What follows belongs to an exercise in optimizing a design on an open flow for small area, a short achievable clock period and few clock cycles; a production flow would make more cautious choices. Where RTL was checked, it was by simulation tests only, not by an equivalence proof against the original.

## syncchan
module syncchan (
    input             clk,
    input             rst,           
    input      [8:0]  prog_len,      
    input      [63:0] sprite,        
    output     [7:0]  prog_addr,
    input      [15:0] prog_data,
    input             rel_valid,     
    input      [7:0]  rel_data,
    output reg        held,          
    output reg        tx_valid,      
    output reg [7:0]  tx_data,
    output reg        io_rd,
    output reg        io_wr,
    output     [15:0] io_addr,
    output     [7:0]  io_wdata,
    input      [7:0]  io_rdata,
    output reg        draw_valid,
    output reg [1:0]  draw_op,       
    output reg [8:0]  draw_x,
    output reg [7:0]  draw_y,
    output            done,
    output            fault,
    output     [1:0]  fault_cause,   
    output     [15:0] fault_info     
);
Size: roughly 1800 cells after synthesis, about 190 I/O pins, ~17000 um2 of cells after synthesis.
export LEC_CHECK = 0
export CAP_MARGIN = 20
export CORE_MARGIN = 2
export CORE_UTILIZATION = 40
export SETUP_SLACK_MARGIN = 5
export SLEW_MARGIN = 20
create_clock -name core_clock -period 10.0 [get_ports {clk}]
standard.sh (not shown) runs the stock make flow with config.mk's settings and CLKGATE_MAP_FILE= SYNTH_SCRIPT=/design/flow/synth_recipe.tcl, a recipe that flattens the netlist after the stock synthesis.
==> flow/flow/run.sh <==
#!/bin/bash
set -euo pipefail
sed 's/SETUP_SLACK_MARGIN=5/SETUP_SLACK_MARGIN=6/' standard.sh > standard_m.sh
bash standard_m.sh > standard.log 2>&1
Then changed:
--- a/flow/design.v
+++ b/flow/design.v
@@ -210,21 +210,21 @@
             default: f_illegal = 1'b1;
         endcase
     end
     wire f_badtgt = (fop == OP_JMP) && ({1'b0, farg} >= prog_len);
     wire [7:0] joy_f   = wr_joy ? io_rdata : joy;
     wire [3:0] fast_hi = farg[3] ? joy_f[7:4] : {3'b111, kf[farg[2:0]][4]};
     wire       f_slow  = (farg[4:0] > 5'h08) || (wr_kf && farg[4:0] == 5'h07);
     wire [7:0] f_tx    = (fop == OP_EMITC)  ? farg :
                          (fop == OP_EMITHI) ? hexchar(farg[7:4]) : hexchar(fast_hi);
-    wire [3:0] esdx = wr_ps ? sdx_next : sdx;
-    wire [3:0] esdy = wr_ps ? sdy_next : sdy;
-    wire       efar = wr_ps ? sfar_next : sfar;
+    wire [3:0] esdx = sdx;
+    wire [3:0] esdy = sdy;
+    wire       efar = sfar;
     wire       in_render = run && is_render;
     wire       lp = in_render && (rpass ^ (rj == 3'd7));
     wire [2:0] lj = in_render ? rj + 3'd1 : 3'd0;
     function [7:0] srow(input [2:0] j);    
         integer c;
         for (c = 0; c < 8; c = c + 1)
             srow[c] = sprite[{j, 3'd7 - c[2:0]}];
     endfunction
     wire [7:0] arow = srow(lj);
@@ -271,20 +271,20 @@
             else if (rel_valid)
                 rel <= (rel_data != 8'h00);
             if (exec && ir_fault)
                 state <= S_FAULT;
             else if (fetch) begin
                 if (at_end)
                     state <= S_DONE;
                 else begin
                     state <= S_EXEC;
-                    na    <= (fop == OP_JMP && !fuse) ? {1'b0, farg} :
-                             {1'b0, fuse ? farg : prog_addr} + 9'd1;
+                    na    <= fuse ? {1'b0, farg} + 9'd1 :
+                             (fop == OP_JMP) ? {1'b0, farg} : na + 9'd1;
                 end
             end
             if (fetch && exec && ir_jmp)
                 jw_v <= (prog_data == 16'h0100);
             if (exec && ir_fault && ir_fcause != F_ILLEGAL)
                 ir <= {8'h00, fname};
             kf_v <= kf_vn; joy_v <= joy_vn; m_v <= m_vn; pm_v <= pm_vn; pp_v <= pp_vn;
             if (wr_ps) begin
                 px <= px_next; py <= py_next; wpos <= wpos_next;
@@ -292,19 +292,18 @@
         end
         if (wr_kf) kf[step] <= io_rdata[4:0];
         if (wr_joy) joy <= io_rdata;
         if (wr_pm) begin pmx <= mx; pmy <= my; pmb <= mb; end
         if (wr_mx) mx <= io_rdata;
         if (wr_my) my <= ~io_rdata;
         if (wr_mb) mb <= io_rdata;
         if (wr_ps) begin
             ppx <= px; ppy <= py; pwpos <= wpos;
-            sdx <= sdx_next; sdy <= sdy_next; sfar <= sfar_next;
         end
         if (run && ir_prep)
             ir_prep <= 1'b0;
         tx_data <= hexchar(ir_prep ? xr[7:4] : is_emithi ? arg[3:0] : xr[3:0]);
         if (run && !ir_prep)
             step <= step + 3'd1;
         if (rfetch) begin
             rpass <= 1'b0; rj <= 3'd0; rem <= lmask;
             ax <= 1'b0;
@@ -314,18 +313,21 @@
                     ax <= 1'b1;
                 else begin
                     rpass <= lp; rj <= lj; rem <= lmask;
                 end
             end else
                 rem <= rem_rest;
         end
         if (fetch && exec && ir_jmp)
             jw_tag <= arg;
+        if (fetch_go && fop == OP_PSTEP) begin
+            sdx <= sdx_next; sdy <= sdy_next; sfar <= sfar_next;
+        end
         if (fetch) begin
             ir        <= prog_data;
             step      <= 3'd0;
             ir_fault  <= f_illegal || f_unw || f_badtgt;
             ir_fcause <= f_illegal ? F_ILLEGAL : f_badtgt ? F_BADTARGET : F_UNWRITTEN;
             ir_wait   <= fuse || (prog_data == 16'h0100);
             ir_jmp    <= !fuse && (fop == OP_JMP);
             ir_prep   <= (fop == OP_EMITH) && f_slow;
             tx_data   <= f_tx;
Outcome: Register-to-register slack is better by 170 ps. Clock-buffer cell count increases by 11. Design area decreases by 3.9%. Final cell count decreases by 1.6%. Setup slack is better by 130 ps. Via count decreases by 2.1%.
Function was not checked in any run of this note: the RTL went through the layout flow alone.

---

Setup of the baseline:
Another version of the RTL of syncchan (not shown whole).
Size in the first run: roughly 1,800 cells after synthesis, ~270 flip-flops.
Settings: LEC_CHECK=0, CAP_MARGIN=20, CORE_MARGIN=2, CORE_UTILIZATION=40, SETUP_SLACK_MARGIN=5, SLEW_MARGIN=20; clock period 10.0 ns.
Scripts as last shown in full above: flow/flow/run.sh
Testbench counts of the baseline, summed over its fixed seeds: cycles 11,506.
The inputs of the candidate differ from those of the baseline as listed below.
--- a/flow/design.v
+++ b/flow/design.v
@@ -39,15 +39,13 @@
     reg        ir_jmp;       
     reg        ir_prep;      
     reg [2:0]  step;
     reg        rel;          
     reg [7:0]  jw_tag;
     reg        jw_v;
-    reg [7:0]  io_hi;        
     reg        io_kb, io_joy;    
-    reg [1:0]  io_wd;        
     reg        rpass;        
     reg [2:0]  rj;           
     reg [7:0]  rem;          
     reg        ax;           
     reg        rrun;         
     reg [3:0]  nj1;          
@@ -131,14 +129,15 @@
     wire go = rel | (rel_valid & (rel_data != 8'h00));
     assign prog_addr = na[7:0];
     assign done  = (state == S_DONE);
     assign fault = (state == S_FAULT);
     assign fault_cause = ir_fcause;
     assign fault_info  = ir;
-    assign io_addr  = {io_hi, ~io_joy, ~io_joy, io_kb, 3'b111, ~io_wr, ~io_kb};
-    assign io_wdata = {6'd0, io_wd};
+    assign io_addr  = {io_kb ? ~(8'd1 << step) : 8'h00,
+                       ~io_joy, ~io_joy, io_kb, 3'b111, ~io_wr, ~io_kb};
+    assign io_wdata = {6'd0, io_wr && (step[2] || step[1]), io_wr && !step[1]};
     reg [7:0] fname;
     always @(*) begin
         case (op)
             4'h4: begin
                 case (arg[4:0])
                     5'h0F: fname = m_v ? 8'h0C : 8'h09;
@@ -336,22 +335,18 @@
             tx_data   <= f_tx;
         end
         if (fetch) begin
             draw_op <= {1'b1, fop[0]};
             draw_x  <= (fop[0] == 1'b0) ? {7'd0, farg[1:0]} : {1'b0, pwpos_n};
             draw_y  <= (fop[0] == 1'b0) ? {7'd0, mb_n[farg[1:0]]} : wpos_n;
-            io_hi   <= (fop == OP_KSAMP) ? 8'hFE : 8'h00;
             io_kb   <= (fop == OP_KSAMP);
             io_joy  <= (fop == OP_JSAMP);
-            io_wd   <= (fop == OP_MSAMP) ? 2'd1 : 2'd0;
         end else begin
             draw_op <= {1'b0, rpass};
             draw_x  <= {1'b0, rax} + {6'd0, c0};
             draw_y  <= ray + {5'd0, rj};
-            io_hi   <= {io_hi[6:0], io_hi[7]};
-            io_wd   <= (is_msamp && step[0]) ? {1'b1, step[1]} : 2'd0;
         end
         if (!rst) begin
             if (fetch) begin
                 tx_valid   <= !at_end && (fop == OP_EMITC || fop == OP_EMITHI ||
                               (fop == OP_EMITH && farg[7:5] == 3'd0 && !f_slow && !f_unw));
                 io_rd      <= !at_end && (fop == OP_KSAMP || fop == OP_JSAMP) && farg == 8'h00;
==> comparison <==
Looking only at global routing usage on met3, and setting everything else aside, the higher value of the baseline and the candidate goes to the baseline.
When the candidate is measured against the baseline, its post-route cell area turns out 120 sq um lower.
Setup slack in the candidate is smaller than in the baseline.
Relative to the baseline, the half-perimeter wire length of the detailed placement result measured on the candidate has decreased by a few percent.
Looking at average detailed-routed wire length per instance, the candidate sits 1.1 um lower than the baseline does.
Testbench counts of the candidate, summed over its fixed seeds: cycles 11,506.

==> static timing again, ports no longer ideal <==
Ports are ideal in the flow. The routed layouts listed here were re-timed in OpenROAD.
Step 1, drivers: a clkbuf_16 drives clk and a buf_2 each remaining input, both assumed.
Step 2, shift: input delay + t, output delay - t, t = (earliest + latest rising clock arrival at the registers) / 2. This alone moves slack from input paths to output paths.
Three values: ideal, step 1, step 2; two values: the first two.
| run | t (ns) | slack for setup (ns) | worst setup path at the end | cell pins on the clock port's net |
|---|---|---|---|---|
| the first run of note 1 | 0.631 | 5.845 / 5.845 / 5.336 | input to register | 1 |
| the second run of note 1 | 0.621 | 5.972 / 5.999 / 5.379 | input to register | 1 |
| the baseline | 0.633 | 6.033 / 5.979 / 5.470 | input to register | 1 |
| the candidate | 0.625 | 6.026 / 6.038 / 5.434 | input to register | 1 |
After both steps every run listed still meets setup and hold. The setup slack of the second run of note 1, which loses most, moves by +0.027 ns with the drivers and by -0.593 ns with both steps.
